From an optimization exercise on the open Yosys and OpenROAD flow, aimed at small area, a short achievable clock period and few clock cycles; shortcuts taken in it are not production practice.
The RTL was checked by simulation tests, not by an equivalence proof against the original design.
No activity file was given, so power comes from the tool's default toggle rates.

==> design.v <==
module g2p_field (
    input  wire        clk,
    input  wire        rst,         
    input  wire        cmd_valid,
    input  wire [31:0] cmd,
    input  wire [63:0] opa,
    input  wire [63:0] opb,
    output wire        cmd_ready,
    output reg         done,
    output reg  [3:0]  code,
    output wire [16:0] res
);
    localparam integer K  = 4;      
    localparam integer KM = 4;      
    localparam [3:0] C_OK       = 4'd0;
    localparam [3:0] C_ILLEGAL  = 4'd1;
    localparam [3:0] C_NOFIELD  = 4'd2;
    localparam [3:0] C_REDEFINE = 4'd3;
    localparam [3:0] C_DEGREE   = 4'd4;
    localparam [3:0] C_MODDEG   = 4'd5;
    localparam [3:0] C_DIVZERO  = 4'd8;
    localparam [3:0] S_IDLE = 4'd0;
    localparam [3:0] S_MUL  = 4'd1;    
    localparam [3:0] S_DIV  = 4'd2;    
    localparam [3:0] S_CINI = 4'd3;    
    localparam [3:0] S_CSQ  = 4'd4;    
    localparam [3:0] S_CGCD = 4'd5;    
    localparam [3:0] S_CFIN = 4'd6;    
    localparam [3:0] S_SINI = 4'd7;    
    localparam [3:0] S_SSQ  = 4'd8;    
    localparam [3:0] S_SMU  = 4'd9;    
    reg [3:0] state;
    wire st_idle = (state == S_IDLE);
    wire st_mul  = (state == S_MUL);
    wire st_div  = (state == S_DIV);
    wire st_cini = (state == S_CINI);
    wire st_csq  = (state == S_CSQ);
    wire st_cgcd = (state == S_CGCD);
    wire st_cfin = (state == S_CFIN);
    wire st_sini = (state == S_SINI);
    wire st_ssq  = (state == S_SSQ);
    wire st_smu  = (state == S_SMU);
    assign cmd_ready = st_idle;
    reg        fvalid;
    reg        irr;         
    reg [4:0]  p;
    reg [16:0] fmod;
    reg        opa_hi;      
    reg        opb_hi;
    reg [15:0] topbit;      
    reg [KM-1:0] mt;        
    reg [15:0] mask;
    integer i;
    always @* begin
        for (i = 0; i < 16; i = i + 1)
            mask[i] = (p > i);
    end
    wire [15:0] a_el = opa[15:0] & mask;
    wire [15:0] b_el = opb[15:0] & mask;
    wire hi_zero   = (cmd[31:8] == 24'd0);
    wire is_setf   = hi_zero && (cmd[7:0] == 8'h0A);
    wire is_fcvt   = hi_zero && (cmd[7:0] == 8'h10);
    wire is_addsub = hi_zero && ((cmd[7:0] == 8'h11) || (cmd[7:0] == 8'h12));
    wire is_fmul   = hi_zero && (cmd[7:0] == 8'h13);
    wire is_fdiv   = hi_zero && (cmd[7:0] == 8'h14);
    wire is_field  = is_fcvt | is_addsub | is_fmul | is_fdiv;
    wire accept    = st_idle && cmd_valid;
    wire b_zero    = (b_el == 16'd0);
    wire start_mul = accept && fvalid && is_fmul;
    wire start_div = accept && fvalid && is_fdiv && !b_zero;
    wire set_res   = accept && fvalid && (is_fcvt || is_addsub);
    wire deg_bad = opa_hi || (p == 5'd0) || (p[4] && (p[3:0] != 4'd0));
    wire mod_ok  = !opb_hi && ((fmod >> p) == 17'd1);
    reg [16:0] f;
    reg [15:0] g;
    reg [15:0] u;
    reg [16:0] v;           
    reg [6:0]  e;           
    reg [4:0]  cnt;
    assign res = v;
    reg [KM-1:0] ub;        
    reg [KM-1:0] ovf;
    reg [15:0] m_u;
    reg [15:0] m_v;
    integer s, s2;
    always @* begin
        for (s = 0; s < KM; s = s + 1)
            ub[s] = |(u & (topbit >> s));
        for (s = 0; s < KM; s = s + 1) begin
            ovf[s] = ub[s];
            for (s2 = 0; s2 < s; s2 = s2 + 1)
                ovf[s] = ovf[s] ^ (ovf[s2] & mt[s - s2]);
        end
        m_u = u;
        m_v = v[15:0];
        for (s = 0; s < KM; s = s + 1) begin
            if (g[s]) m_v = m_v ^ m_u;
            m_u = {m_u[14:0], 1'b0} ^ (ovf[s] ? fmod[15:0] : 16'd0);
        end
    end
    wire [15:0] m_g   = g >> KM;
    wire        m_fin = (m_g == 16'd0);
    reg [2*K:0] q, q2;
    reg [7:0]   qs;
    reg         es;         
    reg [3:0]   eo;
    reg [16:0] d_f;
    reg [15:0] d_g;
    reg [15:0] d_u;
    reg [15:0] d_v;
    reg [6:0]  d_e;
    reg        g0, sw;
    reg [16:0] d_f_in;
    reg        d_fin;
    reg [16:0] gx;
    reg [15:0] ux;
    reg [16:0] ur;
    integer t, o;
    always @* begin
        for (o = -K; o <= K; o = o + 1) begin
            qs = {e[6], e} + o[7:0];
            q[K + o] = ~qs[7];
        end
        es = 1'b0;
        eo = 4'd0;
        d_f = f; d_g = g; d_u = u; d_v = v[15:0];
        for (t = 0; t < K; t = t + 1) begin
            g0 = d_g[0];
            sw = g0 & q[K];
            d_f_in = d_f;
            gx = {1'b0, d_g} ^ (g0 ? d_f : 17'd0);
            ux = d_u ^ (g0 ? d_v : 16'd0);
            ur = {1'b0, ux} ^ (ux[0] ? fmod : 17'd0);
            q2 = q;
            for (o = -K; o <= K; o = o + 1) begin
                if (sw)
                    q[K + o] = ~q2[K - o];
                else if (o < K)
                    q[K + o] = q2[K + o + 1];
                else
                    q[K + o] = 1'b0;
            end
            if (sw) begin
                d_f = {1'b0, d_g};
                if (!st_cgcd) d_v = d_u;
                es = ~es;
                eo = ~eo;
            end else begin
                eo = eo + 4'd1;
            end
            if (t == K - 1)
                d_fin = (sw ? (d_g == 16'd1) : (d_f_in == 17'd1)) ||
                        (g0 ? (d_g[15:1] == d_f_in[15:1] && !d_f_in[16]) : (d_g[15:1] == 15'd0));
            d_g = gx[16:1];
            d_u = ur[16:1];
        end
        d_e = (es ? ~e : e) + {{3{eo[3]}}, eo};
    end
    reg gcd_pt;
    wire [4:0] cnt1 = cnt + 5'd1;
    always @* begin
        case (p)
            5'd4:  gcd_pt = (cnt1 == 5'd2);
            5'd6:  gcd_pt = (cnt1 == 5'd2) || (cnt1 == 5'd3);
            5'd8:  gcd_pt = (cnt1 == 5'd4);
            5'd9:  gcd_pt = (cnt1 == 5'd3);
            5'd10: gcd_pt = (cnt1 == 5'd2) || (cnt1 == 5'd5);
            5'd12: gcd_pt = (cnt1 == 5'd4) || (cnt1 == 5'd6);
            5'd14: gcd_pt = (cnt1 == 5'd2) || (cnt1 == 5'd7);
            5'd15: gcd_pt = (cnt1 == 5'd3) || (cnt1 == 5'd5);
            5'd16: gcd_pt = (cnt1 == 5'd8);
            default: gcd_pt = (cnt1 == 5'd1);     
        endcase
    end
    wire sq_last = (cnt1 == p);
    wire f_one   = (f == 17'd1);
    wire c_fin   = f_one || (g == 16'd0);        
    wire ini_ok  = !deg_bad && mod_ok;
    wire ini_run = (p != 5'd1) && fmod[0];       
    always @(posedge clk) begin
        if (rst) begin
            state  <= S_IDLE;
            done   <= 1'b0;
            code   <= C_OK;
            fvalid <= 1'b0;
        end else begin
            done <= 1'b0;
            case (state)
                S_IDLE: if (cmd_valid) begin
                    done <= 1'b1;
                    if (is_setf) begin
                        if (fvalid)
                            code <= C_REDEFINE;
                        else begin
                            done  <= 1'b0;
                            state <= S_CINI;
                        end
                    end else if (is_field) begin
                        if (!fvalid)
                            code <= C_NOFIELD;
                        else if (is_fcvt || is_addsub)
                            code <= C_OK;
                        else if (is_fmul) begin
                            code  <= C_OK;
                            done  <= 1'b0;
                            state <= S_MUL;
                        end else if (b_zero)
                            code <= C_DIVZERO;
                        else begin
                            code  <= C_OK;
                            done  <= 1'b0;
                            state <= irr ? S_DIV : S_SINI;
                        end
                    end else
                        code <= C_ILLEGAL;
                end
                S_MUL: if (m_fin) begin
                    done  <= 1'b1;
                    state <= S_IDLE;
                end
                S_DIV: if (d_fin) begin
                    done  <= 1'b1;
                    state <= S_IDLE;
                end
                S_CINI: begin
                    if (deg_bad) begin
                        code  <= C_DEGREE;
                        done  <= 1'b1;
                        state <= S_IDLE;
                    end else if (!mod_ok) begin
                        code  <= C_MODDEG;
                        done  <= 1'b1;
                        state <= S_IDLE;
                    end else begin
                        code   <= C_OK;
                        fvalid <= 1'b1;
                        state  <= ini_run ? S_CSQ : S_CFIN;
                    end
                end
                S_CSQ: if (m_fin) begin
                    if (sq_last)
                        state <= S_CFIN;
                    else if (gcd_pt)
                        state <= S_CGCD;
                end
                S_CGCD: if (c_fin)
                    state <= f_one ? S_CSQ : S_CFIN;
                S_CFIN: begin
                    done  <= 1'b1;
                    state <= S_IDLE;
                end
                S_SINI: state <= S_SSQ;
                S_SSQ: if (m_fin) state <= S_SMU;
                S_SMU: if (m_fin) begin
                    if (cnt == p - 5'd1) begin
                        done  <= 1'b1;
                        state <= S_IDLE;
                    end else
                        state <= S_SSQ;
                end
                default: state <= S_IDLE;
            endcase
        end
    end
    always @(posedge clk) begin
        if (st_idle && !fvalid) begin
            p      <= opa[4:0];
            fmod   <= opb[16:0];
            opa_hi <= (opa[63:5] != 59'd0);
            opb_hi <= (opb[63:17] != 47'd0);
        end
        if (st_cini) begin
            for (i = 0; i < 16; i = i + 1)
                topbit[i] <= (p == i + 1);
            for (i = 1; i < KM; i = i + 1)
                mt[i] <= (p >= i) && fmod[p - i];
            mt[0] <= 1'b0;
            irr <= !ini_run ? (p == 5'd1) : 1'b1;
        end else if (st_cfin && ini_run)
            irr <= irr && (v[15:0] == 16'd2);
        else if (st_cgcd && c_fin && !f_one)
            irr <= 1'b0;
    end
    always @(posedge clk) begin
        if (rst)
            v <= 17'd0;
        else begin
            case (state)
                S_IDLE: begin
                    if (start_mul || start_div)
                        v <= 17'd0;
                    else if (set_res)
                        v <= {1'b0, a_el ^ (is_addsub ? b_el : 16'd0)};
                end
                S_MUL, S_SMU: v <= {1'b0, m_v};
                S_DIV: v <= {1'b0, d_v};
                S_CINI: if (ini_ok && ini_run) v <= 17'd0;
                S_CSQ: begin
                    if (m_fin && !sq_last && !gcd_pt)
                        v <= 17'd0;
                    else
                        v <= {1'b0, m_v};
                end
                S_CGCD: if (c_fin) v <= 17'd0;
                S_CFIN: v <= fmod;
                S_SSQ: v <= m_fin ? 17'd0 : {1'b0, m_v};
                default: ;
            endcase
            if (st_smu && m_fin && cnt != p - 5'd1)
                v <= 17'd0;
        end
    end
    always @(posedge clk) begin
        e <= d_e;
        case (state)
            S_IDLE: begin
                f <= fmod;
                g <= b_el;
                u <= a_el;
                e <= 7'd0;
            end
            S_MUL: begin
                u <= m_u;
                g <= m_g;
            end
            S_DIV: begin
                f <= d_f;
                g <= d_g;
                u <= d_u;
            end
            S_CINI: begin
                u   <= 16'd2;
                g   <= 16'd2;
                cnt <= 5'd0;
            end
            S_CSQ: begin
                if (m_fin) begin
                    cnt <= cnt1;
                    if (gcd_pt) begin
                        f <= fmod;
                        g <= m_v ^ 16'd2;
                        e <= 7'd0;
                    end else begin
                        u <= m_v;
                        g <= m_v;
                    end
                end else begin
                    u <= m_u;
                    g <= m_g;
                end
            end
            S_CGCD: begin
                if (c_fin) begin
                    u <= v[15:0];
                    g <= v[15:0];
                end else begin
                    f <= d_f;
                    g <= d_g;
                    u <= d_u;
                end
            end
            S_SINI: begin
                f   <= {1'b0, u};
                u   <= g;
                cnt <= 5'd1;
            end
            S_SSQ: begin
                if (m_fin) begin
                    u <= m_v;
                    g <= f[15:0];
                    f <= {1'b0, m_v};
                end else begin
                    u <= m_u;
                    g <= m_g;
                end
            end
            S_SMU: begin
                if (m_fin) begin
                    cnt <= cnt + 5'd1;
                    u <= f[15:0];
                    g <= f[15:0];
                    f <= {1'b0, m_v};
                end else begin
                    u <= m_u;
                    g <= m_g;
                end
            end
            default: ;
        endcase
    end
endmodule
==> run.sh <==
#!/bin/bash
# synth_recipe.tcl (not shown) runs the flow's synth.tcl, then flattens the netlist and writes it again
# the make line also repeats each setting of config.mk as NAME=value (left out here)
make -C /OpenROAD-flow-scripts/flow DESIGN_CONFIG=/design/flow/config.mk WORK_HOME=/design/flow/orfs CLKGATE_MAP_FILE= SYNTH_SCRIPT=/design/flow/synth_recipe.tcl finish
==> config.mk <==
export PLATFORM = sky130hd
export DESIGN_NAME = g2p_field
export DESIGN_NICKNAME = g2p_field
export VERILOG_FILES = /design/flow/design.v
export SDC_FILE = /design/flow/constraint.sdc
export NUM_CORES = 4
export LEC_CHECK = 0
export CAP_MARGIN = 20
export CORE_MARGIN = 2
export CORE_UTILIZATION = 65
export SETUP_SLACK_MARGIN = 4.0
export SLEW_MARGIN = 20
==> constraint.sdc <==
create_clock -name core_clock -period 8.0 [get_ports {clk}]
set_input_delay 1.6000 -clock core_clock [delete_from_list [all_inputs] [get_ports {clk}]]
set_output_delay 1.6000 -clock core_clock [all_outputs]
set_load 0.01 [all_outputs]
==> results of run 1 <==
[layer usage]
metal / GRT overflow / global-route usage
met1: 2 / 0.811
met2: 39 / 0.934
met3: 1 / 0.657
met4: 41 / 0.784
met5: 0 / 0.351
[stage by stage]
stage                     total power [mW]  setup WS [ns]  hold WS [ns]
after CTS                             3.40           3.92         0.516
after floorplan                       1.91           3.98         0.489
after global placement                2.38           2.19         0.485
after detailed placement              2.41           1.91         0.489
[synthesized netlist by cell type, types with 41 or more instances]
cell type	n
nor4_1	56
inv_1	41
nor3_1	52
edfxtp_1	98
nand3_1	59
mux2i_1	61
nand2_1	398
a221oi_1	41
o21ai_0	143
xnor2_1	258
clkbuf_1	154
a21oi_1	150
xor2_1	90
nor2_1	190
[repair_timing]
| item | CTS |
|---|---|
| pin swaps | 35 |
| cloned | 11 |
| setup buffers | 102 |
| resized for setup | 157 |
| setup endpoints to repair | 113 |
[power groups by stage]
stage               clock, mW  combinational, mW  sequential [mW]
floorplan                   0               1.12            0.786
global placement            0               1.54            0.842
detailed placement          0               1.56            0.844
CTS                     0.817               1.78            0.801
[cell families after synthesis]
kind of cell,share of synthesized area
simple gates,0.235
compound gates,0.259
xor+xnor,0.178
buf+inv,0.0567
flops,0.202
mux,0.0541
fa+ha+maj,0.0149
[worst max path at each step]
| stage | endpoint | slack (ns) | cells after the start |
|---|---|---|---|
| 2_1_floorplan | e[6] | 3.98 | 19 |
| 3_3_place_gp | e[6] | 2.19 | 19 |
| 3_5_place_dp | e[6] | 1.91 | 19 |
| 4_1_cts | e[6] | 3.92 | 19 |
==> run notes, run 1 <==
Post-DP Area - 19900 um2
Yosys synthesis warning count - 1
Dpl hpwl - 62800 um
Number of H-tree levels - 4
Post-synth EDFFs - 98
CTS Buf Count - 17
CTS max path bufs - 2
Clk root buf - clkbuf_16
Routability cong. - 1.17
Synth top area cells - edfxtp_1, xnor2_1, nand2_1
Gr ovfl total - 83
Main synth FF type - edfxtp_1
Largest net degree at the start of global routing - 45
Sequential area share after synthesis - 0.202
Gr usage total - 0.796
Post-synthesis cell area - 17900 um2
Sinks on Clock Net - 132
Placed insts - 2804
Yosys top cell area share - 0.164
Starting Density - 0.664
# rows - 60
Outcome - stopped before the end
#FFs+latches synth - 132
Syn_nets - 2614
Die W - 170 um
Mapped Avg Cell Area - 7.38 um2
Worst EP post-GRT repair - e[6]$_DFF_P_/D
Synth async-reset ratio - 0
Synthesized instance count - 2431
Die H - 170 um
Hold buffer count at CTS - 0
Top Ports - 186
Error Message - [ERROR GRT-0232] Routing congestion too high. Check the congestion heatmap in the GUI.
Synth cell types - 97
Cell accounting for the most synthesized area - edfxtp_1
Port-buffer cells - 185
Kind of the worst endpoint - register data pin
Last step reached - 5_1_grt
Testbench counts, summed over its fixed seeds: cycles 19,503.
==> inputs of run 2 (changes only) <==
--- a/config.mk
+++ b/config.mk
@@ -7,6 +7,6 @@
 export LEC_CHECK = 0
 export CAP_MARGIN = 20
 export CORE_MARGIN = 2
-export CORE_UTILIZATION = 65
+export CORE_UTILIZATION = 40
 export SETUP_SLACK_MARGIN = 4.0
 export SLEW_MARGIN = 20
==> run notes, run 2 <==
Syn_nets - 2614 (unchanged)
Drt total wl - 109000 um
Net switching power - 1.76 mW
CTS max path bufs - 2 (unchanged)
Max Slew Vio Count - 0
Critical Path RT - 8.32 ns
Dpl hpwl - 75100 um (was 62800 um)
Port-buffer cells - 185 (unchanged)
Largest net degree at the start of global routing - 47
Min cycle time layout - 4.26 ns
CP max-delay cell - or4_4
Vias in the first global route - 20200
Routability cong. - 1.05 (was 1.17)
Yosys top cell area share - 0.164 (unchanged)
Hold crit path type - reg -> reg
Pwr Density - 161 nW/um2
Peak supply drop - 0.100 mV
Period utilization - 0.532
CTS Buf Count - 17 (unchanged)
Core area - 44200 um2
#FFs+latches synth - 132 (unchanged)
Starting Density - 0.406 (was 0.664)
Number of H-tree levels - 4 (unchanged)
Routed vias/inst - 6.88
Initial antenna violation count - 3
Sequential power share - 0.200
Startpoint Class - flip-flop
Gr ovfl total - 0
RSZ-0062 raised after global routing - true
DRC Markers - 0
Top Ports - 186 (unchanged)
Post-Place Setup Slack - 2.36 ns (was 1.91 ns)
Die area - 46500 um2
Largest stage delay, worst path - 0.56 ns
Top flop regs - f: 17 flops, fmod: 17 flops, v: 17 flops
Most common cell in the netlist - nand2_1 (unchanged)
Clock slew at reported path FFs - 0.06 ns
Arrival time at the worst endpoint - 4.58 ns
Comb pwr share - 0.581
Iteration-0 DRC Markers - 4074
Switching Share - 0.439
Total chip power - 4.00 mW
Cell accounting for the most synthesized area - edfxtp_1 (unchanged)
# rows - 77 (was 60)
Nets@finish - 2906
DR WL/cell - 32.6 um
Fin area - 24800 um2
Sequential area share after synthesis - 0.202 (unchanged)
Lkg Pwr - 9.55 nW
Mapped Avg Cell Area - 7.38 um2 (unchanged)
Setup_tns - 0 ns
Synth async-reset ratio - 0 (unchanged)
Setup slack, reg-to-reg - 3.74 ns
Die H - 216 um (was 170 um)
Final core utilization - 0.561
Slack of the critical path - 3.74 ns
Worst-Skew Late Latency - 0.46 ns
Clock power frac - 0.218
Rel. slew slack - 0.216
Yosys synthesis warning count - 1 (unchanged)
Final setup viols - 0
Fraction of layout cells with a size suffix above 1 - 0.228
Main synth FF type - edfxtp_1 (unchanged)
Post-DP Area - 20400 um2 (was 19900 um2)
Synthesized instance count - 2431 (unchanged)
Post-synthesis cell area - 17900 um2 (unchanged)
Fmax - 235 MHz
Commonest cells post-synth - nand2_1, xnor2_1, nor2_1 (unchanged)
Worst-path fanout max - 12
Gr usage total - 0.438
Final Hold Fails - 0
Commonest non-fill, non-tap cell in the layout - nand2_1
Drt pass-1 iters - 7
Synth cell types - 97 (unchanged)
Commonest non-fill, non-tap cells in the layout - nand2_1, buf_4, xnor2_1, nor2_1, clkdlybuf4s50_1
WS Path Type - reg -> reg
Die W - 216 um (was 170 um)
Hold buffer count at CTS - 0 (unchanged)
Slew of the pin with the lowest slew margin - 1.17 ns
Placed insts - 3077 (was 2804)
Post-synth EDFFs - 98 (unchanged)
Routed vias - 22900
Global-route wire length before repair - 147000 um
Antenna-violating nets left - 0
Outcome - no timing/DRC/antenna violations (was stopped before the end)
Crit-path cells - buf_6 -> nor3b_4 -> or4_4 -> nand4_1 -> buf_4 -> nand2_4 -> or4_4 -> a21oi_4 -> o22a_1 -> ha_1 -> a21o_1 -> a21oi_2 -> o21bai_1 -> a21oi_1 -> xor2_1 -> xnor2_1 -> xnor2_1 -> nor2_1
Setup Skew - 0.0190 ns
Cell Int Power - 2.24 mW
CTS tree - done
Finished Layout Cells - 3330
Hold slack - 0.509 ns
Clk root buf - clkbuf_16 (unchanged)
CP Capture Type - flip-flop
Sinks on Clock Net - 132 (unchanged)
Area grow syn2layout - 38.4%
Synth top area cells - edfxtp_1, xnor2_1, nand2_1 (unchanged)
Max-Cap Viols - 0
-- run 2: cell counts after synthesis --
No cell type changed its count.
-- run 2: cell families after synthesis --
group / Yosys count / share of synthesized area
buf+inv: 254 / 0.0567
flops: 132 / 0.202
xor+xnor: 354 / 0.178
mux: 79 / 0.0541
fa+ha+maj: 21 / 0.0149
compound gates: 681 / 0.259
simple gates: 910 / 0.235
-- run 2: path summary, 6_finish.rpt --
| path | startpoint | to | cells past startpoint |
|---|---|---|---|
| setup / recovery | g[1] | e[6] | 18 |
| hold reg to reg | code[1] | code[1] | 2 |
| setup reg to reg | g[1] | e[6] | 18 |
| hold / removal | code[1] | code[1] | 2 |
-- run 2: cell type report --
cell class / instances / area [um2]
diodes: 2 / 5.00
clock buffers: 20 / 447
clock inverters: 12 / 178
fillers: 4139 / 19400
inverters: 45 / 208
multi-input cells: 2046 / 15000
flip-flops and latches: 132 / 3650
well taps: 592 / 741
repair buffers: 479 / 4610
repair inverters: 2 / 13.8
-- run 2: critical path: cells and delay by family (launching register included) --
kind	cells	cell delay, ns
buffers and inverters	2	0.30
adder cells (fa/ha/maj)	1	0.24
AND/OR/NAND/NOR	6	1.61
flip-flops	1	0.43
AO/OA/AOI/OAI	6	1.09
XOR/XNOR	3	0.47
-- run 2: timing repair --
| action | 4_1_cts | 5_1_grt |
|---|---|---|
| setup endpoints to repair | 112 | 90 |
| cloned | 7 | 8 |
| pin swaps | 39 | 108 |
| endpoints found under the hold margin | 0 | 0 |
| resized for setup | 187 | 252 |
| buffers inserted | 96 | 107 |
-- run 2: metal layers --
| metal | up-vias | track usage | wire length, um |
|---|---|---|---|
| met2 | 2112 | 0.652 | 44500 |
| met5 | - | 0 | 11 |
| met3 | 476 | 0.110 | 15700 |
| met4 | 2 | 0.262 | 9040 |
| met1 | 10800 | 0.572 | 39200 |
| li1 | 9498 | - | - |
-- run 2: power by group through the flow --
stage                     Combinational, mW  Clock, mW  Sequential (mW)
after detailed placement               1.69          0            0.830
after global placement                 1.71          0            0.830
final                                  2.33      0.873            0.802
after global routing                   2.37      0.891            0.799
after floorplan                        1.12          0            0.786
after CTS                              1.96      0.867            0.797
==> inputs of run 3 (changes only) <==
--- a/design.v
+++ b/design.v
@@ -75,7 +75,7 @@
     reg [15:0] g;
     reg [15:0] u;
     reg [16:0] v;           
-    reg [6:0]  e;           
+    reg [5:0]  e;           
     reg [4:0]  cnt;
     assign res = v;
     reg [KM-1:0] ub;        
@@ -101,25 +101,27 @@
     wire [15:0] m_g   = g >> KM;
     wire        m_fin = (m_g == 16'd0);
     reg [2*K:0] q, q2;
-    reg [7:0]   qs;
+    reg [6:0]   qs;
     reg         es;         
     reg [3:0]   eo;
     reg [16:0] d_f;
     reg [15:0] d_g;
     reg [15:0] d_u;
     reg [15:0] d_v;
-    reg [6:0]  d_e;
+    reg [5:0]  d_e;
+    reg [5:0]  d_ep, d_en;
     reg        g0, sw;
     reg [16:0] d_f_in;
     reg        d_fin;
+    reg        d_g1;        
     reg [16:0] gx;
     reg [15:0] ux;
     reg [16:0] ur;
     integer t, o;
     always @* begin
         for (o = -K; o <= K; o = o + 1) begin
-            qs = {e[6], e} + o[7:0];
-            q[K + o] = ~qs[7];
+            qs = {e[5], e} + o[6:0];
+            q[K + o] = ~qs[6];
         end
         es = 1'b0;
         eo = 4'd0;
@@ -148,13 +150,17 @@
             end else begin
                 eo = eo + 4'd1;
             end
-            if (t == K - 1)
-                d_fin = (sw ? (d_g == 16'd1) : (d_f_in == 17'd1)) ||
+            if (t == K - 1) begin
+                d_g1  = (gx[16:1] == 16'd1);
+                d_fin = (sw ? (d_g == 16'd1) : (d_f_in == 17'd1)) || d_g1 ||
                         (g0 ? (d_g[15:1] == d_f_in[15:1] && !d_f_in[16]) : (d_g[15:1] == 15'd0));
+            end
             d_g = gx[16:1];
             d_u = ur[16:1];
         end
-        d_e = (es ? ~e : e) + {{3{eo[3]}}, eo};
+        d_ep = e + {{2{eo[3]}}, eo};
+        d_en = ~e + {{2{eo[3]}}, eo};
+        d_e  = es ? d_en : d_ep;
     end
     reg gcd_pt;
     wire [4:0] cnt1 = cnt + 5'd1;
@@ -293,7 +299,7 @@
                         v <= {1'b0, a_el ^ (is_addsub ? b_el : 16'd0)};
                 end
                 S_MUL, S_SMU: v <= {1'b0, m_v};
-                S_DIV: v <= {1'b0, d_v};
+                S_DIV: v <= {1'b0, d_g1 ? d_u : d_v};
                 S_CINI: if (ini_ok && ini_run) v <= 17'd0;
                 S_CSQ: begin
                     if (m_fin && !sq_last && !gcd_pt)
@@ -317,7 +323,7 @@
                 f <= fmod;
                 g <= b_el;
                 u <= a_el;
-                e <= 7'd0;
+                e <= 6'd0;
             end
             S_MUL: begin
                 u <= m_u;
@@ -339,7 +345,7 @@
                     if (gcd_pt) begin
                         f <= fmod;
                         g <= m_v ^ 16'd2;
-                        e <= 7'd0;
+                        e <= 6'd0;
                     end else begin
                         u <= m_v;
                         g <= m_v;
==> run notes, run 3 <==
Fraction of layout cells with a size suffix above 1 - 0.250 (was 0.228)
Routed vias - 24400 (was 22900)
Max Slew Vio Count - 0 (unchanged)
Worst-path fanout max - 6 (was 12)
Mapped Avg Cell Area - 7.34 um2 (was 7.38 um2)
Synthesized instance count - 2566 (was 2431)
Drt pass-1 iters - 9 (was 7)
Die W - 221 um (was 216 um)
Comb pwr share - 0.632 (was 0.581)
DRC Markers - 0 (unchanged)
Min cycle time layout - 4.27 ns (was 4.26 ns)
Antenna-violating nets left - 0 (unchanged)
Arrival time at the worst endpoint - 4.58 ns (about the same)
Synth async-reset ratio - 0 (unchanged)
DR WL/cell - 31.7 um (was 32.6 um)
Gr ovfl total - 0 (unchanged)
Synth cell types - 109 (was 97)
Number of H-tree levels - 4 (unchanged)
Final Hold Fails - 0 (unchanged)
Routed vias/inst - 6.92 (was 6.88)
Yosys top cell area share - 0.156 (was 0.164)
Sequential power share - 0.184 (was 0.200)
Switching Share - 0.454 (was 0.439)
Commonest non-fill, non-tap cells in the layout - nand2_1, buf_4, nor2_1, clkdlybuf4s50_1, a21oi_1 (was nand2_1, buf_4, xnor2_1, nor2_1, clkdlybuf4s50_1)
Commonest non-fill, non-tap cell in the layout - nand2_1 (unchanged)
Outcome - no timing/DRC/antenna violations (unchanged)
Setup Skew - 0.0147 ns (was 0.0190 ns)
Largest net degree at the start of global routing - 45 (was 47)
RSZ-0062 raised after global routing - true (unchanged)
Total chip power - 4.34 mW (was 4.00 mW)
Drt total wl - 112000 um (was 109000 um)
Pwr Density - 164 nW/um2 (was 161 nW/um2)
Sequential area share after synthesis - 0.191 (was 0.202)
Initial antenna violation count - 5 (was 3)
Crit-path cells - buf_6 -> and3b_4 -> o32ai_4 -> buf_4 -> or3_4 -> buf_6 -> buf_4 -> a31o_2 -> a31oi_4 -> buf_4 -> o211ai_1 -> a21oi_1 -> a311o_1 -> o311ai_4 -> or2_4 -> a31oi_4 -> nand2b_1 -> a21oi_1 (was buf_6 -> nor3b_4 -> or4_4 -> nand4_1 -> buf_4 -> nand2_4 -> or4_4 -> a21oi_4 -> o22a_1 -> ha_1 -> a21o_1 -> a21oi_2 -> o21bai_1 -> a21oi_1 -> xor2_1 -> xnor2_1 -> xnor2_1 -> nor2_1)
Rel. slew slack - 0.265 (was 0.216)
Fmax - 234 MHz (was 235 MHz)
Clock power frac - 0.184 (was 0.218)
Hold buffer count at CTS - 0 (unchanged)
Placed insts - 3219 (was 3077)
Most common cell in the netlist - nand2_1 (unchanged)
Slew of the pin with the lowest slew margin - 1.09 ns (was 1.17 ns)
Period utilization - 0.534 (was 0.532)
Die H - 221 um (was 216 um)
# rows - 79 (was 77)
Largest stage delay, worst path - 0.42 ns (was 0.56 ns)
Sinks on Clock Net - 131 (was 132)
Main synth FF type - edfxtp_1 (unchanged)
Post-synth EDFFs - 98 (unchanged)
WS Path Type - reg -> reg (unchanged)
CTS tree - done (unchanged)
Cell Int Power - 2.37 mW (was 2.24 mW)
Max-Cap Viols - 0 (unchanged)
Core area - 46600 um2 (was 44200 um2)
Clock slew at reported path FFs - 0.06 ns (about the same)
Clk root buf - clkbuf_16 (unchanged)
Lkg Pwr - 9.90 nW (was 9.55 nW)
Top Ports - 186 (unchanged)
Net switching power - 1.97 mW (was 1.76 mW)
Yosys synthesis warning count - 1 (unchanged)
CP max-delay cell - edfxtp_1 (was or4_4)
Worst-Skew Late Latency - 0.46 ns (about the same)
CTS max path bufs - 2 (unchanged)
Top flop regs - f: 17 flops, fmod: 17 flops, v: 17 flops (unchanged)
Starting Density - 0.404 (was 0.406)
Dpl hpwl - 76300 um (was 75100 um)
Setup_tns - 0 ns (unchanged)
Cell accounting for the most synthesized area - edfxtp_1 (unchanged)
Iteration-0 DRC Markers - 4565 (was 4074)
Vias in the first global route - 21800 (was 20200)
Peak supply drop - 0.168 mV (was 0.100 mV)
Commonest cells post-synth - nand2_1, nor2_1, xnor2_1 (was nand2_1, xnor2_1, nor2_1)
CTS Buf Count - 17 (unchanged)
Min-delay src - code[3] (was code[1])
Die area - 48800 um2 (was 46500 um2)
CP Capture Type - flip-flop (unchanged)
Nets@finish - 3082 (was 2906)
Finished Layout Cells - 3521 (was 3330)
Port-buffer cells - 185 (unchanged)
Startpoint Class - flip-flop (unchanged)
#FFs+latches synth - 131 (was 132)
Routability cong. - 1.04 (was 1.05)
Most frequent CP cell - buf_4
Syn_nets - 2749 (was 2614)
Critical Path RT - 8.31 ns (was 8.32 ns)
Post-synthesis cell area - 18800 um2 (was 17900 um2)
Final setup viols - 0 (unchanged)
CP Launch Point - g[1] (unchanged)
Area grow syn2layout - 40.7% (was 38.4%)
Synth top area cells - edfxtp_1, xnor2_1, nand2_1 (unchanged)
FF-to-FF Start - g[1] (unchanged)
Global-route wire length before repair - 152000 um (was 147000 um)
Gr usage total - 0.422 (was 0.438)
Hold crit path type - reg -> reg (unchanged)
==> run 3: cell count changes after synthesis, sizes merged, moves of 15 or more <==
cell    previous run  this run
o211ai            33        56
o22ai             20        35
nand3             61        80
xor2              90       140
xnor2            258       214
nand2            399       364
a21oi            152       187
o21a              10        28
nor2             190       217
==> run 3: power by group through the flow <==
| stage | Sequential [mW] | Clock (mW) | Combinational (mW) |
|---|---|---|---|
| floorplan | 0.780 | 0 | 1.21 |
| global placement | 0.828 | 0 | 1.82 |
| detailed placement | 0.827 | 0 | 1.82 |
| CTS | 0.792 | 0.801 | 2.19 |
| global route | 0.795 | 0.828 | 2.80 |
| finish | 0.797 | 0.799 | 2.74 |
==> run 3: metal layers <==
layer / up-vias / routed length, um / track usage / share of wire
met5: - / 125 / 0 / 0.0011
met4: 4 / 8360 / 0.231 / 0.075
met3: 517 / 15900 / 0.125 / 0.14
met2: 2202 / 46500 / 0.630 / 0.42
met1: 11600 / 40700 / 0.544 / 0.36
li1: 10100 / - / - / -
==> run 3: kinds of logic after synthesis <==
family / Yosys count / synth area share
AOI/OAI and AO/OA: 750 / 0.273
xor gates and xnor gates: 355 / 0.169
adders and majority gates: 20 / 0.0137
buffers and inverters: 267 / 0.0577
DFF: 131 / 0.191
muxes: 86 / 0.0546
and+or+nand+nor: 957 / 0.241
==> run 3: repair_timing <==
| action | 4_1_cts | 5_1_grt |
|---|---|---|
| setup buffers | 157 | 92 |
| pin swaps | 78 | 100 |
| resized for setup | 261 | 208 |
| cloned | 8 | 10 |
| setup endpoints to repair | 95 | 81 |
==> run 3: through the flow <==
| step | worst slack, ns | hold WS, ns | cell area, um2 | utilization |
|---|---|---|---|---|
| floorplan | 4.00 | 0.476 | 18900 | - |
| global placement | 2.09 | 0.450 | 21200 | 0.456 |
| detailed placement | 1.96 | 0.450 | 21200 | 0.456 |
| CTS | 3.92 | 0.464 | 24500 | 0.527 |
| global route | 3.66 | 0.483 | 26500 | 0.569 |
| finish | 3.73 | 0.460 | 26500 | 0.569 |
==> run 3: final cells by class <==
cell class	count	area (um2)
fill	4300	20100
multi-input combinational	2171	16100
timing repair buffer	535	5180
sequential	131	3620
tap	607	759
clock buffer	23	520
inverter	43	215
clock inverter	9	66.3
antenna	2	5.00
==> run 3: worst paths after layout <==
check                                 to  slack, ns  depth (start not counted)
worst min register to register   code[3]       0.46                          2
worst max register to register  state[0]       3.73                         18
worst max-delay path            state[0]       3.73                         18
worst min-delay path             code[3]       0.46                          2
==> run 3: critical path, delay by kind of cell, from the launching register on <==
family	cells	cell delay, ns
compound gates	9	1.72
simple gates	4	1.21
buf+inv	5	0.77
flops	1	0.42
Testbench counts of run 3, summed over its fixed seeds: cycles 18,973.
==> inputs of run 4 (changes only) <==
==> flow/run.sh (new file) <==
#!/bin/bash
# Standard layout, with the port buffers taken as the smallest plain buffer
# (buf_1) instead of the cell buffer_ports picks by default.
set -o pipefail
export BUFFER_PORTS_ARGS="-buffer_cell sky130_fd_sc_hd__buf_1"
bash standard.sh > standard_flow.log 2>&1
==> standard.sh (new file) <==
#!/bin/bash
# synth_recipe.tcl (not shown) runs the flow's synth.tcl, then flattens the netlist and writes it again
# the make line also repeats each setting of config.mk as NAME=value (left out here)
make -C /OpenROAD-flow-scripts/flow DESIGN_CONFIG=/design/flow/config.mk WORK_HOME=/design/flow/orfs CLKGATE_MAP_FILE= SYNTH_SCRIPT=/design/flow/synth_recipe.tcl "${@:-finish}"
--- a/config.mk
+++ b/config.mk
@@ -7,6 +7,6 @@
 export LEC_CHECK = 0
 export CAP_MARGIN = 20
 export CORE_MARGIN = 2
-export CORE_UTILIZATION = 40
+export CORE_UTILIZATION = 50
 export SETUP_SLACK_MARGIN = 4.0
 export SLEW_MARGIN = 20
removed: run.sh
==> run notes, run 4 <==
Die H - 198 um (was 221 um)
Worst-path fanout max - 31 (was 6)
Setup Skew - 0.0128 ns (was 0.0147 ns)
Syn_nets - 2749 (unchanged)
Sequential power share - 0.180 (was 0.184)
DR WL/cell - 30.7 um (was 31.7 um)
Clk root buf - clkbuf_16 (unchanged)
# rows - 71 (was 79)
Area grow syn2layout - 31.7% (was 40.7%)
Largest net degree at the start of global routing - 40 (was 45)
#FFs+latches synth - 131 (unchanged)
Post-synthesis cell area - 18800 um2 (unchanged)
CTS Buf Count - 17 (unchanged)
Arrival time at the worst endpoint - 4.59 ns (was 4.58 ns)
Routed vias/inst - 7.15 (was 6.92)
Most frequent CP cell - nor2_1 (was buf_4)
CP max-delay cell - edfxtp_1 (unchanged)
Synthesized instance count - 2566 (unchanged)
DRC Markers - 0 (unchanged)
Mapped Avg Cell Area - 7.34 um2 (unchanged)
Nets@finish - 3037 (was 3082)
Commonest non-fill, non-tap cells in the layout - nand2_1, buf_4, nor2_1, buf_1, a21oi_1 (was nand2_1, buf_4, nor2_1, clkdlybuf4s50_1, a21oi_1)
Reg area - 3620 um2 (about the same)
Port-buffer cells - 185 (unchanged)
Die area - 39200 um2 (was 48800 um2)
Slack of the critical path - 3.75 ns (was 3.73 ns)
Sinks on Clock Net - 131 (unchanged)
Number of H-tree levels - 4 (unchanged)
Pwr Density - 179 nW/um2 (was 164 nW/um2)
Startpoint Class - flip-flop (unchanged)
Routability cong. - 1.09 (was 1.04)
Crit-path cells - buf_6 -> nand3b_4 -> a211o_4 -> nand2_2 -> buf_12 -> inv_8 -> nor2_1 -> o21ai_2 -> xnor2_2 -> nand2b_1 -> nor2_1 -> o311ai_2 -> or2_4 -> nor2_4 -> a2111oi_2 -> and4bb_1 (was buf_6 -> and3b_4 -> o32ai_4 -> buf_4 -> or3_4 -> buf_6 -> buf_4 -> a31o_2 -> a31oi_4 -> buf_4 -> o211ai_1 -> a21oi_1 -> a311o_1 -> o311ai_4 -> or2_4 -> a31oi_4 -> nand2b_1 -> a21oi_1)
Hold crit path type - reg -> reg (unchanged)
Worst-Skew Late Latency - 0.45 ns (was 0.46 ns)
Peak supply drop - 0.160 mV (was 0.168 mV)
Antenna-violating nets left - 0 (unchanged)
Vias in the first global route - 21500 (was 21800)
Fraction of layout cells with a size suffix above 1 - 0.239 (was 0.250)
Commonest cells post-synth - nand2_1, nor2_1, xnor2_1 (unchanged)
CTS max path bufs - 2 (unchanged)
Total chip power - 4.43 mW (was 4.34 mW)
Final setup viols - 0 (unchanged)
Post-DP Area - 19900 um2 (was 21200 um2)
Global-route wire length before repair - 144000 um (was 152000 um)
Iteration-0 DRC Markers - 4214 (was 4565)
Clock power frac - 0.187 (was 0.184)
Gr usage total - 0.503 (was 0.422)
Drt pass-1 iters - 9 (unchanged)
Yosys top cell area share - 0.156 (unchanged)
Min cycle time layout - 4.25 ns (was 4.27 ns)
RSZ-0062 raised after global routing - true (unchanged)
Cell Int Power - 2.40 mW (was 2.37 mW)
Post-Place Setup Slack - 2.31 ns (was 1.96 ns)
Dpl hpwl - 70600 um (was 76300 um)
Largest stage delay, worst path - 0.50 ns (was 0.42 ns)
Bufs and invs on worst path - 3 (was 5)
Lkg Pwr - 9.13 nW (was 9.90 nW)
Top flop regs - f: 17 flops, fmod: 17 flops, v: 17 flops (unchanged)
Top Ports - 186 (unchanged)
Die W - 198 um (was 221 um)
WS Path Type - reg -> reg (unchanged)
Max-Cap Viols - 0 (unchanged)
Initial antenna violation count - 4 (was 5)
Final Hold Fails - 0 (unchanged)
Most common cell in the netlist - nand2_1 (unchanged)
Max Slew Vio Count - 0 (unchanged)
Commonest non-fill, non-tap cell in the layout - nand2_1 (unchanged)
Drt total wl - 104000 um (was 112000 um)
Main synth FF type - edfxtp_1 (unchanged)
Synth cell types - 109 (unchanged)
Setup_tns - 0 ns (unchanged)
Critical Path RT - 8.34 ns (was 8.31 ns)
Rel. slew slack - 0.247 (was 0.265)
Synth async-reset ratio - 0 (unchanged)
Cell accounting for the most synthesized area - edfxtp_1 (unchanged)
Period utilization - 0.531 (was 0.534)
Net switching power - 2.03 mW (was 1.97 mW)
Slew of the pin with the lowest slew margin - 1.13 ns (was 1.09 ns)
Gr ovfl total - 0 (unchanged)
Core area - 37400 um2 (was 46600 um2)
Routed vias - 24200 (was 24400)
Cell family with most CP delay - simple AND/OR/NAND/NOR gates (was compound AO/OA/AOI/OAI gates)
CTS tree - done (unchanged)
Hold buffer count at CTS - 0 (unchanged)
CP Capture Type - flip-flop (unchanged)
Synth top area cells - edfxtp_1, xnor2_1, nand2_1 (unchanged)
Clock slew at reported path FFs - 0.07 ns (was 0.06 ns)
Fmax - 235 MHz (was 234 MHz)
Fin area - 24800 um2 (was 26500 um2)
Sequential area share after synthesis - 0.191 (unchanged)
Switching Share - 0.458 (was 0.454)
Fill count - 3150 (was 4300)
Comb pwr share - 0.633 (was 0.632)
Starting Density - 0.503 (was 0.404)
Yosys synthesis warning count - 1 (unchanged)
Outcome - no timing/DRC/antenna violations (unchanged)
Post-synth EDFFs - 98 (unchanged)
Placed insts - 3115 (was 3219)
Area of the multi-input gates - 16200 um2 (was 16100 um2)
Finished Layout Cells - 3380 (was 3521)
run 4: cell count changes in the layout (fill, tap and decap cells not counted), moves of 4 or more:
cell	previous run	this run
nor4_2	8	4
nand2_1	355	341
buf_6	36	29
nand2_2	8	14
a21oi_1	170	174
o21ai_1	19	15
clkdlybuf4s50_1	184	0
buf_1	0	185
nand2_4	2	9
xor2_2	16	21
o21ai_2	6	11
buf_4	273	239
xnor2_4	11	19
xnor2_2	50	41
run 4: final timing paths:
kind | start | end | slack (ns) | depth (start not counted)
worst max-delay path | g[1] | v[0] | 3.75 | 16
worst min-delay path | code[3] | code[3] | 0.46 | 2
worst max register to register | g[1] | v[0] | 3.75 | 16
worst min register to register | code[3] | code[3] | 0.46 | 2
run 4: worst reg2reg max path: cells and delay by family (launching register included):
family,cells,cell delay [ns]
compound gates,4,1.22
xor+xnor,1,0.42
buf+inv,3,0.49
flops,1,0.50
simple gates,8,1.52
run 4: routing by layer:
layer	wire (um)	global-route usage
met5	58	0
met4	9150	0.318
met3	17500	0.191
met2	42200	0.742
met1	34900	0.616
run 4: power groups by stage:
stage	clock [mW]	sequential, mW	combinational [mW]
global route	0.841	0.797	2.85
floorplan	0	0.780	1.21
global placement	0	0.831	1.74
detailed placement	0	0.830	1.75
CTS	0.823	0.793	2.20
finish	0.828	0.799	2.80
run 4: cells by family (layout without fill, tap and decap cells):
kind of cell / after synthesis / after routing / share of synthesized area
compound gates: 750 / 751 / 0.273
other cells: 0 / 2 / 0
simple gates: 957 / 961 / 0.241
flops: 131 / 131 / 0.191
fa+ha+maj: 20 / 20 / 0.0137
buf+inv: 267 / 563 / 0.0577
mux: 86 / 86 / 0.0546
xor+xnor: 355 / 355 / 0.169
run 4: final cells by class:
cell class,instances,area share
repair buffers,488,0.143
well taps,511,0.0258
inverters,43,0.00827
clock inverters,9,0.00363
multi-input cells,2173,0.653
diodes,2,0.000202
flip-flops and latches,131,0.146
clock buffers,23,0.0206
run 4: metrics by stage:
stage / hold WS [ns] / utilization
after floorplan: 0.476 / -
after global placement: 0.453 / 0.532
final: 0.459 / 0.663
after global routing: 0.477 / 0.663
after CTS: 0.465 / 0.618
after detailed placement: 0.452 / 0.532
run 4: what timing repair did:
action / CTS / global route
gates resized for setup: 245 / 207
endpoints found under the setup margin: 93 / 78
gates cloned: 10 / 6
setup buffers: 148 / 67
pin swaps: 77 / 70
==> inputs of run 5 (changes only) <==
--- a/config.mk
+++ b/config.mk
@@ -8,5 +8,5 @@
 export CAP_MARGIN = 20
 export CORE_MARGIN = 2
 export CORE_UTILIZATION = 50
-export SETUP_SLACK_MARGIN = 4.0
+export SETUP_SLACK_MARGIN = 3.6
 export SLEW_MARGIN = 20
==> run notes, run 5 <==
Outcome - no timing/DRC/antenna violations (unchanged)
Fill count - 3522 (was 3150)
Setup_tns - 0 ns (unchanged)
#FFs+latches synth - 131 (unchanged)
Clock slew at reported path FFs - 0.06 ns (was 0.07 ns)
# rows - 71 (unchanged)
Iteration-0 DRC Markers - 4116 (was 4214)
Port-buffer cells - 185 (unchanged)
Post-Place Setup Slack - 2.35 ns (was 2.31 ns)
Post-synth EDFFs - 98 (unchanged)
Post-synthesis cell area - 18800 um2 (unchanged)
Fmax - 228 MHz (was 235 MHz)
WS Path Type - reg -> reg (unchanged)
Routed vias - 22900 (was 24200)
Commonest non-fill, non-tap cell in the layout - nand2_1 (unchanged)
Slack of the critical path - 3.61 ns (was 3.75 ns)
Starting Density - 0.503 (unchanged)
CP Capture Type - flip-flop (unchanged)
Comb pwr share - 0.576 (was 0.633)
Gr usage total - 0.479 (was 0.503)
Dpl hpwl - 70000 um (was 70600 um)
Number of H-tree levels - 4 (unchanged)
Yosys synthesis warning count - 1 (unchanged)
Arrival time at the worst endpoint - 4.53 ns (was 4.59 ns)
Fraction of layout cells with a size suffix above 1 - 0.133 (was 0.239)
Cell Int Power - 1.97 mW (was 2.40 mW)
Compound-cell area share of the yosys netlist - 0.273 (unchanged)
Syn_nets - 2749 (unchanged)
Period utilization - 0.549 (was 0.531)
Switching Share - 0.478 (was 0.458)
Final setup viols - 0 (unchanged)
Synth async-reset ratio - 0 (unchanged)
Synth Area in XOR/XNOR - 0.169 (unchanged)
Critical Path RT - 8.14 ns (was 8.34 ns)
Nets@finish - 2879 (was 3037)
Sequential power share - 0.213 (was 0.180)
Max Slew Vio Count - 0 (unchanged)
Sinks on Clock Net - 131 (unchanged)
Hold slack - 0.466 ns (was 0.459 ns)
RSZ-0062 raised after global routing - true (unchanged)
Slew of the pin with the lowest slew margin - 1.17 ns (was 1.13 ns)
Drt pass-1 iters - 11 (was 9)
Top Ports - 186 (unchanged)
Hold buffer count at CTS - 0 (unchanged)
Commonest cells post-synth - nand2_1, nor2_1, xnor2_1 (unchanged)
Bufs and invs on worst path - 1 (was 3)
Crit-path cells - buf_6 -> o21ai_0 -> and3_1 -> o31a_1 -> or2_1 -> o221a_4 -> or3_1 -> a21oi_1 -> a21oi_1 -> o21a_1 -> xnor2_2 -> xor2_1 -> xnor2_1 -> o21ai_0 (was buf_6 -> nand3b_4 -> a211o_4 -> nand2_2 -> buf_12 -> inv_8 -> nor2_1 -> o21ai_2 -> xnor2_2 -> nand2b_1 -> nor2_1 -> o311ai_2 -> or2_4 -> nor2_4 -> a2111oi_2 -> and4bb_1)
Main combinational cell family by area after synthesis - compound AO/OA/AOI/OAI gates (unchanged)
DRC Markers - 0 (unchanged)
Peak supply drop - 0.136 mV (was 0.160 mV)
Global-route wire length before repair - 137000 um (was 144000 um)
Max-Cap Viols - 0 (unchanged)
Lkg Pwr - 7.88 nW (was 9.13 nW)
DR WL/cell - 30.2 um (was 30.7 um)
Routability cong. - 1.10 (was 1.09)
Cell family with most CP delay - compound AO/OA/AOI/OAI gates (was simple AND/OR/NAND/NOR gates)
Rel. slew slack - 0.216 (was 0.247)
Hold crit path type - reg -> reg (unchanged)
Top flop regs - f: 17 flops, fmod: 17 flops, v: 17 flops (unchanged)
Min cycle time layout - 4.39 ns (was 4.25 ns)
Synthesized instance count - 2566 (unchanged)
Die area - 39200 um2 (unchanged)
Clk root buf - clkbuf_16 (unchanged)
Total chip power - 3.76 mW (was 4.43 mW)
Area grow syn2layout - 16.4% (was 31.7%)
Commonest non-fill, non-tap cells in the layout - nand2_1, nor2_1, buf_1, a21oi_1, xnor2_1 (was nand2_1, buf_4, nor2_1, buf_1, a21oi_1)
Gr ovfl total - 0 (unchanged)
Multiplexer area fraction after synthesis - 0.0546 (unchanged)
Largest stage delay, worst path - 0.52 ns (was 0.50 ns)
Synth cell types - 109 (unchanged)
Yosys top cell area share - 0.156 (unchanged)
CTS max path bufs - 2 (unchanged)
Die W - 198 um (unchanged)
CTS Buf Count - 17 (unchanged)
Worst-Skew Late Latency - 0.45 ns (about the same)
Final core utilization - 0.586 (was 0.663)
Setup Skew - 0.0192 ns (was 0.0128 ns)
Post-Synth Adder-Cell Area - 0.0137 (unchanged)
Main synth FF type - edfxtp_1 (unchanged)
Most common cell in the netlist - nand2_1 (unchanged)
Cell accounting for the most synthesized area - edfxtp_1 (unchanged)
Antenna-violating nets left - 0 (unchanged)
Simple-gate share of the synthesized area - 0.241 (unchanged)
Final Hold Fails - 0 (unchanged)
Startpoint Class - flip-flop (unchanged)
Pwr Density - 172 nW/um2 (was 179 nW/um2)
Net switching power - 1.80 mW (was 2.03 mW)
CTS tree - done (unchanged)
CP max-delay cell - edfxtp_1 (unchanged)
Routed vias/inst - 7.11 (was 7.15)
Mapped Avg Cell Area - 7.34 um2 (unchanged)
Vias in the first global route - 20800 (was 21500)
Drt total wl - 97300 um (was 104000 um)
Core area - 37400 um2 (unchanged)
Synth top area cells - edfxtp_1, xnor2_1, nand2_1 (unchanged)
Initial antenna violation count - 3 (was 4)
Sequential area share after synthesis - 0.191 (unchanged)
Largest net degree at the start of global routing - 42 (was 40)
Worst-path fanout max - 32 (was 31)
Clock power frac - 0.211 (was 0.187)
Die H - 198 um (unchanged)
## run 5: cell count changes in the layout (fill, tap and decap cells not counted), sizes merged
cell,before,now
buf,480,331
clkbuf,26,20
inv,37,41
bufbuf,4,2
nor3,65,63
bufinv,2,1
clkdlybuf4s15,1,0
clkinvlp,5,6
o221a,5,4
or2,15,14
## run 5: area by class of cell
cell class | count | area [um2] | area share
multi-input cells | 2169 | 14900 | 0.679
flip-flops and latches | 131 | 3620 | 0.165
repair buffers | 334 | 2020 | 0.0921
well taps | 511 | 639 | 0.0292
clock buffers | 19 | 443 | 0.0202
inverters | 43 | 195 | 0.00891
clock inverters | 13 | 124 | 0.00565
diodes | 2 | 5.00 | 0.000228
## run 5: worst paths after layout
| kind | start | to | slack, ns | cells past startpoint |
|---|---|---|---|---|
| worst max-delay path | fmod[1] | u[8] | 3.61 | 14 |
| worst min-delay path | code[3] | code[3] | 0.47 | 2 |
| worst max register to register | fmod[1] | u[8] | 3.61 | 14 |
| worst min register to register | code[3] | code[3] | 0.47 | 2 |
## run 5: power by group through the flow
stage / Sequential [mW] / Clock, mW / Combinational (mW)
after floorplan: 0.780 / 0 / 1.20
after global placement: 0.830 / 0 / 1.77
after detailed placement: 0.831 / 0 / 1.77
after CTS: 0.807 / 0.788 / 1.94
after global routing: 0.800 / 0.812 / 2.22
final: 0.801 / 0.793 / 2.17
## run 5: layer usage
layer  track usage  vias to the layer above  part of all wire
met2         0.707                     2070              0.41
li1              -                     9660                 -
met1         0.607                    10700              0.36
met3         0.169                      507              0.16
met5             0                        -           0.00013
met4         0.270                        2             0.073
## run 5: through the flow
stage                     instances  cell area (um2)
after floorplan                2566            18800
after global placement         3110            19800
after detailed placement       3111            19800
after CTS                      3182            21200
after global routing           3220            21900
final                          3222            21900
## run 5: cells by family (layout without fill, tap and decap cells)
| family | Yosys count | in the layout |
|---|---|---|
| compound gates | 750 | 750 |
| xor+xnor | 355 | 355 |
| fa+ha+maj | 20 | 20 |
| buf+inv | 267 | 409 |
| flops | 131 | 131 |
| mux | 86 | 86 |
| other cells | 0 | 2 |
| simple gates | 957 | 958 |
## run 5: timing repair
action                                  in CTS  in global routing
gates cloned                                 2                  3
hold endpoints to repair                     0                  0
endpoints found under the setup margin      74                 56
gates resized for setup                     75                 84
buffers inserted                            37                 35
pin swaps                                   11                 20
## run 5: tightest hold or removal path, delay by kind of cell (launching register included)
kind	cells	cell delay [ns]
AO/OA/AOI/OAI	1	0.05
flip-flops	1	0.31
AND/OR/NAND/NOR	1	0.05
==> inputs of run 6 (changes only) <==
--- a/config.mk
+++ b/config.mk
@@ -8,5 +8,5 @@
 export CAP_MARGIN = 20
 export CORE_MARGIN = 2
 export CORE_UTILIZATION = 50
-export SETUP_SLACK_MARGIN = 3.6
+export SETUP_SLACK_MARGIN = 3.2
 export SLEW_MARGIN = 20
==> run notes, run 6 <==
Largest stage delay, worst path - 0.74 ns (was 0.52 ns)
Pwr Density - 173 nW/um2 (was 172 nW/um2)
Syn_nets - 2749 (unchanged)
# rows - 71 (unchanged)
Post-synthesis cell area - 18800 um2 (unchanged)
Final Hold Fails - 0 (unchanged)
Nets@finish - 2830 (was 2879)
Critical R2R Capture - u[12] (was u[8])
Period utilization - 0.600 (was 0.549)
CTS max path bufs - 2 (unchanged)
Commonest cells post-synth - nand2_1, nor2_1, xnor2_1 (unchanged)
Initial antenna violation count - 2 (was 3)
Synth cell types - 109 (unchanged)
Vias in the first global route - 20500 (was 20800)
Top Ports - 186 (unchanged)
Sinks on Clock Net - 131 (unchanged)
Crit-path cells - a22oi_1 -> nand2_1 -> or4_4 -> a21boi_2 -> o211ai_1 -> buf_4 -> o21ai_0 -> a311oi_1 -> xor2_1 -> nand2_1 -> xnor2_1 -> buf_4 -> a221oi_1 -> o21a_1 -> o22ai_1 (was buf_6 -> o21ai_0 -> and3_1 -> o31a_1 -> or2_1 -> o221a_4 -> or3_1 -> a21oi_1 -> a21oi_1 -> o21a_1 -> xnor2_2 -> xor2_1 -> xnor2_1 -> o21ai_0)
CTS tree - done (unchanged)
Iteration-0 DRC Markers - 3546 (was 4116)
Worst-path fanout max - 14 (was 32)
Fill count - 3573 (was 3522)
Hold Path Sink - code[3] (unchanged)
Routed vias - 22400 (was 22900)
Drt total wl - 95100 um (was 97300 um)
DR WL/cell - 30.0 um (was 30.2 um)
Fmax - 208 MHz (was 228 MHz)
Clock slew at reported path FFs - 0.06 ns (about the same)
Arrival time at the worst endpoint - 4.94 ns (was 4.53 ns)
Hold depth - 2 (unchanged)
Largest net degree at the start of global routing - 55 (was 42)
Dpl hpwl - 70000 um (unchanged)
Hold crit path type - reg -> reg (unchanged)
Lkg Pwr - 7.46 nW (was 7.88 nW)
DRC Markers - 0 (unchanged)
Global-route wire length before repair - 135000 um (was 137000 um)
Post-DP Area - 19800 um2 (unchanged)
Post-synth EDFFs - 98 (unchanged)
WS Path Type - reg -> reg (unchanged)
Critical Path RT - 8.14 ns (about the same)
Setup slack, reg-to-reg - 3.20 ns (was 3.61 ns)
Min-delay src - code[3] (unchanged)
Outcome - no timing/DRC/antenna violations (unchanged)
R2R depth - 15 (was 14)
CP max-delay cell - edfxtp_1 (unchanged)
Antenna-violating nets left - 0 (unchanged)
Number of H-tree levels - 4 (unchanged)
Fraction of layout cells with a size suffix above 1 - 0.0977 (was 0.133)
Yosys synthesis warning count - 1 (unchanged)
#FFs+latches synth - 131 (unchanged)
Max Slew Vio Count - 0 (unchanged)
RSZ-0062 raised after global routing - false (was true)
Die H - 198 um (unchanged)
Starting Density - 0.503 (unchanged)
FF-to-FF Start - u[6] (was fmod[1])
Synthesized instance count - 2566 (unchanged)
Port-buffer cells - 185 (unchanged)
Total chip power - 3.64 mW (was 3.76 mW)
Cell accounting for the most synthesized area - edfxtp_1 (unchanged)
Yosys top cell area share - 0.156 (unchanged)
Slew of the pin with the lowest slew margin - 1.14 ns (was 1.17 ns)
Rel. slew slack - 0.237 (was 0.216)
Final core utilization - 0.563 (was 0.586)
Min cycle time layout - 4.80 ns (was 4.39 ns)
Gr usage total - 0.473 (was 0.479)
Fin area - 21100 um2 (was 21900 um2)
Most common cell in the netlist - nand2_1 (unchanged)
Area grow syn2layout - 11.9% (was 16.4%)
Peak supply drop - 0.136 mV (about the same)
Setup_tns - 0 ns (unchanged)
Gr ovfl total - 0 (unchanged)
Clk root buf - clkbuf_16 (unchanged)
Final setup viols - 0 (unchanged)
Startpoint Class - flip-flop (unchanged)
Synth async-reset ratio - 0 (unchanged)
Worst-Skew Late Latency - 0.45 ns (about the same)
Commonest non-fill, non-tap cell in the layout - nand2_1 (unchanged)
Die W - 198 um (unchanged)
CTS Buf Count - 17 (unchanged)
Top flop regs - f: 17 flops, fmod: 17 flops, v: 17 flops (unchanged)
Routability cong. - 1.10 (unchanged)
Max-Cap Viols - 0 (unchanged)
Mapped Avg Cell Area - 7.34 um2 (unchanged)
Setup Skew - 0.0180 ns (was 0.0192 ns)
Routed vias/inst - 7.06 (was 7.11)
Commonest non-fill, non-tap cells in the layout - nand2_1, nor2_1, xnor2_1, buf_1, a21oi_1 (was nand2_1, nor2_1, buf_1, a21oi_1, xnor2_1)
Main synth FF type - edfxtp_1 (unchanged)
Synth top area cells - edfxtp_1, xnor2_1, nand2_1 (unchanged)
Sequential area share after synthesis - 0.191 (unchanged)
CP Capture Type - flip-flop (unchanged)
Die area - 39200 um2 (unchanged)
Drt pass-1 iters - 12 (was 11)
Core area - 37400 um2 (unchanged)
-- run 6: cell counts after synthesis --
Identical to the previous run, type by type.
-- run 6: stage by stage --
step / hold slack, ns / setup WS (ns) / instances
CTS: 0.464 / 3.21 / 3151
floorplan: 0.476 / 3.66 / 2566
detailed placement: 0.447 / 2.35 / 3111
global placement: 0.450 / 2.52 / 3110
finish: 0.466 / 3.20 / 3172
global route: 0.521 / 3.20 / 3171
-- run 6: cell families (layout without fill, tap and decap cells) --
kind of cell	Yosys count	after routing	share of synthesized area
adder cells (fa/ha/maj)	20	20	0.0137
multiplexers	86	86	0.0546
buffers and inverters	267	361	0.0577
AND/OR/NAND/NOR	957	957	0.241
XOR/XNOR	355	355	0.169
other	0	1	0
flip-flops	131	131	0.191
AO/OA/AOI/OAI	750	750	0.273
-- run 6: layer usage --
| layer | vias to the layer above | global-route usage | wire, um |
|---|---|---|---|
| met2 | 1923 | 0.695 | 39100 |
| met3 | 443 | 0.165 | 14600 |
| li1 | 9555 | - | - |
| met5 | - | 0 | 66 |
| met1 | 10500 | 0.604 | 34900 |
| met4 | 2 | 0.264 | 6510 |
-- run 6: where the power goes --
group | switching [mW] | internal, mW | total (mW)
Clock | 0.349 | 0.440 | 0.789
Sequential | 0.0668 | 0.752 | 0.819
Combinational | 1.33 | 0.699 | 2.03
Total | 1.74 | 1.89 | 3.64
-- run 6: area by class of cell --
class	instances	area [um2]	area share
multi-input combinational	2168	14500	0.690
sequential	131	3610	0.171
timing repair buffer	286	1540	0.0729
tap	511	639	0.0304
clock buffer	19	443	0.0210
inverter	43	185	0.00879
clock inverter	13	124	0.00588
antenna	1	2.50	0.000119
-- run 6: repair_timing --
action	CTS	global route
resized for setup	35	47
buffers inserted	8	20
setup endpoints to repair	57	55
hold buffers	0	0
pin swaps	2	6
-- run 6: critical path: cells and delay by family, from the launching register on --
family | cells | cell delay, ns
AO/OA/AOI/OAI | 8 | 1.82
XOR/XNOR | 2 | 0.60
buffers and inverters | 2 | 0.38
flip-flops | 1 | 0.74
AND/OR/NAND/NOR | 3 | 0.94
-- run 6: how the worst max path moves through the flow --
stage,to,start,depth (start not counted),slack (ns)
finish,u[12],u[6],15,3.20
global route,v[6],p[1],14,3.20
CTS,u[12],u[6],14,3.21
detailed placement,v[7],g[1],14,2.35
global placement,v[10],g[1],14,2.52
floorplan,e[5],g[1],20,3.66
==> inputs of run 7 (changes only) <==
--- a/config.mk
+++ b/config.mk
@@ -8,5 +8,6 @@
 export CAP_MARGIN = 20
 export CORE_MARGIN = 2
 export CORE_UTILIZATION = 50
-export SETUP_SLACK_MARGIN = 3.2
+export SETUP_SLACK_MARGIN = 3.6
 export SLEW_MARGIN = 20
+export TNS_END_PERCENT = 30
==> run notes, run 7 <==
Final Hold Fails - 0 (unchanged)
# rows - 71 (unchanged)
Finished Layout Cells - 3228 (was 3172)
Hold slack - 0.466 ns (about the same)
Setup_tns - 0 ns (unchanged)
Switching Share - 0.476 (was 0.480)
Comb pwr share - 0.578 (was 0.558)
Critical R2R Capture - u[8] (was u[12])
WS Path Type - reg -> reg (unchanged)
Dpl hpwl - 70000 um (unchanged)
Main synth FF type - edfxtp_1 (unchanged)
CP max-delay cell - edfxtp_1 (unchanged)
Setup slack, reg-to-reg - 3.56 ns (was 3.20 ns)
Worst-Skew Late Latency - 0.46 ns (was 0.45 ns)
DRC Markers - 0 (unchanged)
Startpoint Class - flip-flop (unchanged)
Sequential area share after synthesis - 0.191 (unchanged)
Synth cell types - 109 (unchanged)
DR WL/cell - 29.9 um (was 30.0 um)
Post-synthesis cell area - 18800 um2 (unchanged)
Placed insts - 3111 (unchanged)
Period utilization - 0.554 (was 0.600)
CTS tree - done (unchanged)
Commonest non-fill, non-tap cells in the layout - nand2_1, nor2_1, xnor2_1, buf_1, a21oi_1 (unchanged)
Mapped Avg Cell Area - 7.34 um2 (unchanged)
Drt total wl - 96500 um (was 95100 um)
Die area - 39200 um2 (unchanged)
Largest net degree at the start of global routing - 42 (was 55)
Pwr Density - 172 nW/um2 (was 173 nW/um2)
Die H - 198 um (unchanged)
Max-Cap Viols - 0 (unchanged)
Gr ovfl total - 0 (unchanged)
Critical Path RT - 8.14 ns (about the same)
Synth top area cells - edfxtp_1, xnor2_1, nand2_1 (unchanged)
Vias in the first global route - 20700 (was 20500)
Antenna-violating nets left - 0 (unchanged)
Crit-path cells - buf_6 -> o21ai_0 -> and3_1 -> o31a_1 -> or2_1 -> o221a_4 -> or3_1 -> a21oi_1 -> a21oi_1 -> o21a_1 -> xnor2_1 -> xor2_1 -> xnor2_1 -> o21ai_0 (was a22oi_1 -> nand2_1 -> or4_4 -> a21boi_2 -> o211ai_1 -> buf_4 -> o21ai_0 -> a311oi_1 -> xor2_1 -> nand2_1 -> xnor2_1 -> buf_4 -> a221oi_1 -> o21a_1 -> o22ai_1)
Final core utilization - 0.586 (was 0.563)
Lkg Pwr - 7.87 nW (was 7.46 nW)
Final setup viols - 0 (unchanged)
Arrival time at the worst endpoint - 4.57 ns (was 4.94 ns)
Sequential power share - 0.212 (was 0.225)
Min cycle time layout - 4.44 ns (was 4.80 ns)
Worst-path fanout max - 32 (was 14)
CP Capture Point - u[8] (was u[12])
Routability cong. - 1.10 (unchanged)
R2R depth - 14 (was 15)
Clock slew at reported path FFs - 0.06 ns (about the same)
Most common cell in the netlist - nand2_1 (unchanged)
Clk root buf - clkbuf_16 (unchanged)
Sinks on Clock Net - 131 (unchanged)
CTS Buf Count - 17 (unchanged)
Post-Place Setup Slack - 2.35 ns (unchanged)
Cell Int Power - 1.98 mW (was 1.89 mW)
Die W - 198 um (unchanged)
Synthesized instance count - 2566 (unchanged)
Largest stage delay, worst path - 0.52 ns (was 0.74 ns)
Commonest cells post-synth - nand2_1, nor2_1, xnor2_1 (unchanged)
Clock power frac - 0.210 (was 0.217)
CTS max path bufs - 2 (unchanged)
Outcome - no timing/DRC/antenna violations (unchanged)
Core area - 37400 um2 (unchanged)
Iteration-0 DRC Markers - 4024 (was 3546)
Commonest non-fill, non-tap cell in the layout - nand2_1 (unchanged)
Peak supply drop - 0.137 mV (was 0.136 mV)
Drt pass-1 iters - 9 (was 12)
Max Slew Vio Count - 0 (unchanged)
Hold crit path type - reg -> reg (unchanged)
CP Capture Type - flip-flop (unchanged)
Net switching power - 1.80 mW (was 1.74 mW)
Routed vias/inst - 7.10 (was 7.06)
==> run 7: cell counts after synthesis <==
No cell type changed its count.
==> run 7: repair_timing <==
action	in CTS	in global routing
setup buffers	32	49
cloned	2	2
pin swaps	10	20
hold buffers	0	0
setup endpoints to repair	74	60
resized for setup	71	82
==> run 7: power groups by stage <==
stage	logic, mW	registers [mW]	clock network [mW]
after floorplan	1.20	0.780	0
after global placement	1.77	0.830	0
after detailed placement	1.77	0.831	0
after CTS	1.93	0.811	0.788
after global routing	2.23	0.799	0.812
final	2.19	0.801	0.792
==> run 7: critical path: cells and delay by family (launching register included) <==
kind                      cells  cell delay, ns
AOI/OAI and AO/OA             7            1.39
xor gates and xnor gates      3            0.97
and+or+nand+nor               3            0.95
DFF                           1            0.52
buffers and inverters         1            0.27
==> run 7: area by class of cell <==
cell class | count | area (um2)
Sequential cell | 131 | 3620
Inverter | 43 | 195
Multi-Input combinational cell | 2169 | 14800
Fill cell | 3521 | 15500
Clock inverter | 13 | 124
Tap cell | 511 | 639
Timing Repair Buffer | 342 | 2120
Clock buffer | 19 | 443
==> run 7: kinds of logic (layout without fill, tap and decap cells) <==
logic type / count (synthesis) / in the layout / share of synthesized area
adder cells (fa/ha/maj): 20 / 20 / 0.0137
AND/OR/NAND/NOR: 957 / 958 / 0.241
buffers and inverters: 267 / 417 / 0.0577
flip-flops: 131 / 131 / 0.191
multiplexers: 86 / 86 / 0.0546
XOR/XNOR: 355 / 355 / 0.169
AO/OA/AOI/OAI: 750 / 750 / 0.273
==> run 7: routing by layer <==
| layer | GRT usage | routed length, um | share of wire | vias to the layer above |
|---|---|---|---|---|
| li1 | - | - | - | 9685 |
| met1 | 0.613 | 35000 | 0.36 | 10700 |
| met3 | 0.160 | 14800 | 0.15 | 499 |
| met4 | 0.278 | 7080 | 0.073 | 0 |
| met2 | 0.701 | 39700 | 0.41 | 2049 |
| met5 | 0 | 0 | 0 | - |
==> run 7: metrics by stage <==
stage          total power, mW  area, um2
2_1_floorplan             1.98      18800
3_5_place_dp              2.60      19800
6_report                  3.78      21900
4_1_cts                   3.53      21100
5_1_grt                   3.84      21900
3_3_place_gp              2.60      19800
==> run 7: worst min-delay path by stage <==
stage / from / endpoint / slack, ns / cells past startpoint
after CTS: code[3] / code[3] / 0.46 / 2
after floorplan: code[3] / code[3] / 0.48 / 2
after detailed placement: code[3] / code[3] / 0.45 / 2
after global routing: code[3] / code[3] / 0.52 / 2
after global placement: code[3] / code[3] / 0.45 / 2
final: code[3] / code[3] / 0.47 / 2

==> re-timing with driven ports <==
How much do the figures lean on ideal ports? The routed layouts below were timed once more, with nothing changed but the port constraints. Step 1, drivers: a clkbuf_16 drives clk and a buf_2 each remaining input, both assumed. Step 2 times the ports against the registers' clock, not the clock port: input delays grow and output delays shrink by t, the midpoint of the rising clock arrivals with the driver on. Three values: ideal ports, drivers, drivers and shift; two values: the first two.
run | t (ns) | slack for setup (ns) | pins driven straight from the clock port
run 2 | 0.504 | 3.742 / 3.742 / 3.566 | 1
run 3 | 0.506 | 3.731 / 3.731 / 3.304 | 1
run 4 | 0.495 | 3.749 / 3.749 / 3.531 | 1
run 5 | 0.498 | 3.607 / 3.607 / 3.429 | 1
run 6 | 0.494 | 3.201 / 3.201 / 3.201 | 1
run 7 | 0.500 | 3.564 / 3.564 / 3.438 | 1
After both steps setup and hold are still met in every run listed. The setup slack of run 3, which loses most, moves by 0.000 ns with the drivers and by -0.427 ns with both steps.
